This is an optimization exercise on Yosys and OpenROAD, whose aim is small area, not a production implementation. Power and IR drop assume default switching activity. The clock port is modelled as an ideal driver; clocking choices that lean on that would not hold on a real chip.

==> flow/design.v <==
module sps_bus_reader (
    input  wire        clk,
    input  wire        rst,
    input  wire        start,
    input  wire        init,
    output wire        busy,
    output wire        done,
    output wire        rd_req,
    output wire [15:0] rd_ptr,
    output wire [6:0]  rd_len,
    input  wire        rx_valid,
    input  wire [7:0]  rx_byte,
    input  wire        rx_end,
    output wire [3:0]  last_result,
    output reg         rec_valid,
    output wire [2:0]  health,
    output reg  [31:0] bad_cnt,
    output reg  [31:0] good_cnt,
    input  wire [3:0]  rec_sel,
    output wire [31:0] rec_data
);
    reg  [2:0]  state;
    wire        st_d = state[2];
    wire        st_r = state[1];
    wire        st_x = state[0];
    function [7:0] crc8;
        input [7:0] b0;
        input [7:0] b1;
        reg   [7:0] acc;
        reg  [15:0] w;
        integer k;
        begin
            acc = 8'hFF;
            w   = {b0, b1};
            for (k = 15; k >= 0; k = k - 1)
                acc = (acc[7] ^ w[k]) ? ({acc[6:0], 1'b0} ^ 8'h31) : {acc[6:0], 1'b0};
            crc8 = acc;
        end
    endfunction
    reg  [1:0]  ph;         
    reg  [4:0]  grp;        
    reg         ovf;        
    reg         mism;       
    reg  [7:0]  sh [0:39];  
    reg  [31:0] record [0:9];
    reg  [1:0]  link;
    reg         lr3, lr2, lr1;
    integer i;
    wire idle   = ~st_r & ~st_x;
    wire req    = st_r & ~st_x;
    wire commit = st_r & st_x;
    assign busy   = ~idle;
    assign done   = st_d & idle;
    assign rd_req = req;
    assign rd_ptr = 16'h0202;
    assign rd_len = {1'b0, st_d, st_d, st_d, st_d, ~st_d, ~st_d};
    assign last_result = {lr3, lr2, lr1, lr2};
    assign health      = {link, link[0]};
    wire       at20   = grp[4] & grp[2];            
    wire       ph0    = ~ph[1] & ~ph[0];
    wire       len60  = ~ovf & ph0 & at20;
    wire       rdy_ok = ~mism & ~ovf & ph0 & (grp == 5'd1) &
                        (sh[1] == 8'h00) & (sh[0] == 8'h01);
    wire       ok     = st_d & len60 & ~mism;
    always @(posedge clk) begin
        if (req) begin
            ph   <= 2'd0;
            grp  <= 5'd0;
            ovf  <= 1'b0;
            mism <= 1'b0;
        end else if (rx_valid) begin
            if (ph[1]) begin
                ph  <= 2'd0;
                grp <= grp + 5'd1;
                if (crc8(sh[1], sh[0]) != rx_byte)
                    mism <= 1'b1;
            end else begin
                ph  <= {ph[0], ~ph[0]};
                if (ph0 & at20)
                    ovf <= 1'b1;
            end
        end
    end
    always @(posedge clk) begin
        if (rx_valid & ~ph[1]) begin
            sh[0] <= rx_byte;
            for (i = 1; i < 40; i = i + 1)
                sh[i] <= sh[i-1];
        end
    end
    always @(posedge clk) begin
        if (commit & ok)
            for (i = 0; i < 10; i = i + 1)
                record[i] <= {sh[39-4*i], sh[38-4*i], sh[37-4*i], sh[36-4*i]};
    end
    wire [9:0] fsel;
    genvar g, b;
    generate
        for (g = 0; g < 8; g = g + 1) begin : SEL
            assign fsel[g] = (rec_sel == g);
        end
    endgenerate
    assign fsel[8] = rec_sel[3] & ~rec_sel[0];
    assign fsel[9] = rec_sel[3] &  rec_sel[0];
    generate
        for (b = 0; b < 32; b = b + 1) begin : RD
            wire [9:0] d;
            for (g = 0; g < 10; g = g + 1) begin : F
                assign d[g] = record[g][b];
            end
            sps_mux10 m (.s(fsel), .d(d), .y(rec_data[b]));
        end
    endgenerate
    wire        idle_init = idle & init & ~start;
    wire        bad_up    = commit & ~ok;
    wire        good_up   = commit & ok;
    reg  [32:0] bc, gc;
    always @(*) begin
        bc[0] = bad_up  & ~(&bad_cnt);
        gc[0] = good_up & ~(&good_cnt);
        for (i = 0; i < 32; i = i + 1) begin
            bc[i+1] = bc[i] & bad_cnt[i];
            gc[i+1] = gc[i] & good_cnt[i];
        end
    end
    always @(posedge clk) begin
        if (rst | idle_init | good_up)
            bad_cnt <= 32'd0;
        else
            bad_cnt <= bad_cnt ^ bc[31:0];
        if (rst | idle_init)
            good_cnt <= 32'd1;
        else
            good_cnt <= good_cnt ^ gc[31:0];
    end
    always @(posedge clk) begin
        if (rst) begin
            state     <= 3'b000;
            lr3       <= 1'b1;
            lr2       <= 1'b1;
            lr1       <= 1'b1;
            rec_valid <= 1'b0;
            link      <= 2'b00;
        end else begin
            case (state)
                3'b000, 3'b100: state <= start ? 3'b010 : 3'b000;
                3'b010: state <= 3'b001;
                3'b001: if (rx_end) state <= rdy_ok ? 3'b110 : 3'b011;
                3'b110: state <= 3'b101;
                3'b101: if (rx_end) state <= 3'b111;
                default: state <= 3'b100;
            endcase
            if (idle_init)
                link <= 2'b00;
            if (commit) begin
                lr3 <= ~st_d;
                lr2 <= st_d & ~(len60 & ~mism);
                lr1 <= st_d & ~len60;
                if (ok) begin
                    rec_valid <= 1'b1;
                    link      <= 2'b01;
                end else if (|bad_cnt[31:2]) begin
                    link      <= 2'b10;
                end
            end
        end
    end
endmodule
module sps_mux10 (
    input  wire [9:0] s,
    input  wire [9:0] d,
    output wire       y
);
    wire n0, n1, n2, n3;
    sps_aoi222 g0 (.a0(s[0]), .a1(d[0]), .b0(s[1]), .b1(d[1]), .c0(s[2]), .c1(d[2]), .y(n0));
    sps_aoi222 g1 (.a0(s[3]), .a1(d[3]), .b0(s[4]), .b1(d[4]), .c0(s[5]), .c1(d[5]), .y(n1));
    sps_aoi222 g2 (.a0(s[6]), .a1(d[6]), .b0(s[7]), .b1(d[7]), .c0(s[8]), .c1(d[8]), .y(n2));
    sps_nand2  g3 (.a(s[9]), .b(d[9]), .y(n3));
    sps_nand4  g4 (.a(n0), .b(n1), .c(n2), .d(n3), .y(y));
endmodule
module sps_aoi222 (
    input  wire a0, a1, b0, b1, c0, c1,
    output wire y
);
    assign y = ~((a0 & a1) | (b0 & b1) | (c0 & c1));
endmodule
module sps_nand2 (
    input  wire a, b,
    output wire y
);
    assign y = ~(a & b);
endmodule
module sps_nand4 (
    input  wire a, b, c, d,
    output wire y
);
    assign y = ~(a & b & c & d);
endmodule
==> flow/config.mk <==
export PLATFORM = sky130hd
export DESIGN_NAME = sps_bus_reader
export DESIGN_NICKNAME = sps_bus_reader
export VERILOG_FILES = /design/flow/design.v
export SDC_FILE = /design/flow/constraint.sdc
export NUM_CORES = 4
export LEC_CHECK = 0
export CAP_MARGIN = 20
export CORE_MARGIN = 2
export CORE_UTILIZATION = 40
export SLEW_MARGIN = 20
export SYNTH_HIERARCHICAL = 1
==> flow/constraint.sdc <==
create_clock -name core_clock -period 10.0 [get_ports {clk}]
set_input_delay 2.0000 -clock core_clock [delete_from_list [all_inputs] [get_ports {clk}]]
set_output_delay 2.0000 -clock core_clock [all_outputs]
set_load 0.01 [all_outputs]
standard.sh (not shown) runs the stock make flow with config.mk's settings and CLKGATE_MAP_FILE= SYNTH_SCRIPT=/design/flow/synth_recipe.tcl, a recipe that flattens the netlist after the stock synthesis.
==> flow/flow/run.sh <==
#!/bin/bash
# Standard ORFS layout, with two changes: the port buffers are buf_1 cells,
# and the clock tree uses larger sink clusters and no dummy loads.
set -euo pipefail
export BUFFER_PORTS_ARGS="-buffer_cell sky130_fd_sc_hd__buf_1"
export CTS_ARGS="-sink_clustering_enable -repair_clock_nets -sink_clustering_size 25 -sink_clustering_max_diameter 100 -dont_use_dummy_load"
bash standard.sh > standard_make.log 2>&1
The starting point finished clean.
Edit:
==> flow/flow/run.sh (replaced) <==
#!/bin/bash
# Standard ORFS layout, with two changes: the port buffers are buf_1 cells,
# and the clock tree uses larger sink clusters and no dummy loads.
set -euo pipefail
export BUFFER_PORTS_ARGS="-buffer_cell sky130_fd_sc_hd__buf_1"
export CTS_ARGS="-sink_clustering_enable -repair_clock_nets -sink_clustering_size 30 -sink_clustering_max_diameter 100 -dont_use_dummy_load"
bash standard.sh > standard_make.log 2>&1
Sequential power barely changes; wire length went down slightly; register-to-register slack degrades by 50 ps; power came out lower by a few percent; cell area went down slightly; utilization is lower by 0.28 points; synthesized area stays the same.
Function was not checked in any run of this note: the RTL went through the layout flow alone.

==> port drivers added, routing unchanged <==
How much do the figures lean on ideal ports? The routed layouts below were timed once more, with nothing changed but the port constraints.
Step 1, drivers: a clkbuf_16 drives clk and a buf_2 each remaining input, both assumed.
Step 2 times the ports against the registers' clock, not the clock port: input delays grow and output delays shrink by t, the midpoint of the rising clock arrivals with the driver on.
Three values: no drivers, after step 1, after step 2; two values: the first two.
| run | shift t [ns] | setup WS [ns] | hold slack, ns | clock arrival spread, ns |
|---|---|---|---|---|
| the first run | 0.609 | 2.596 / 2.596 / 2.596 | 0.415 / 0.415 / 0.415 | 0.054 / 0.054 |
| the second run | 0.640 | 2.549 / 2.549 / 2.549 | 0.394 / 0.394 / 0.394 | 0.096 / 0.096 |
After both steps setup and hold are still met in every run listed.
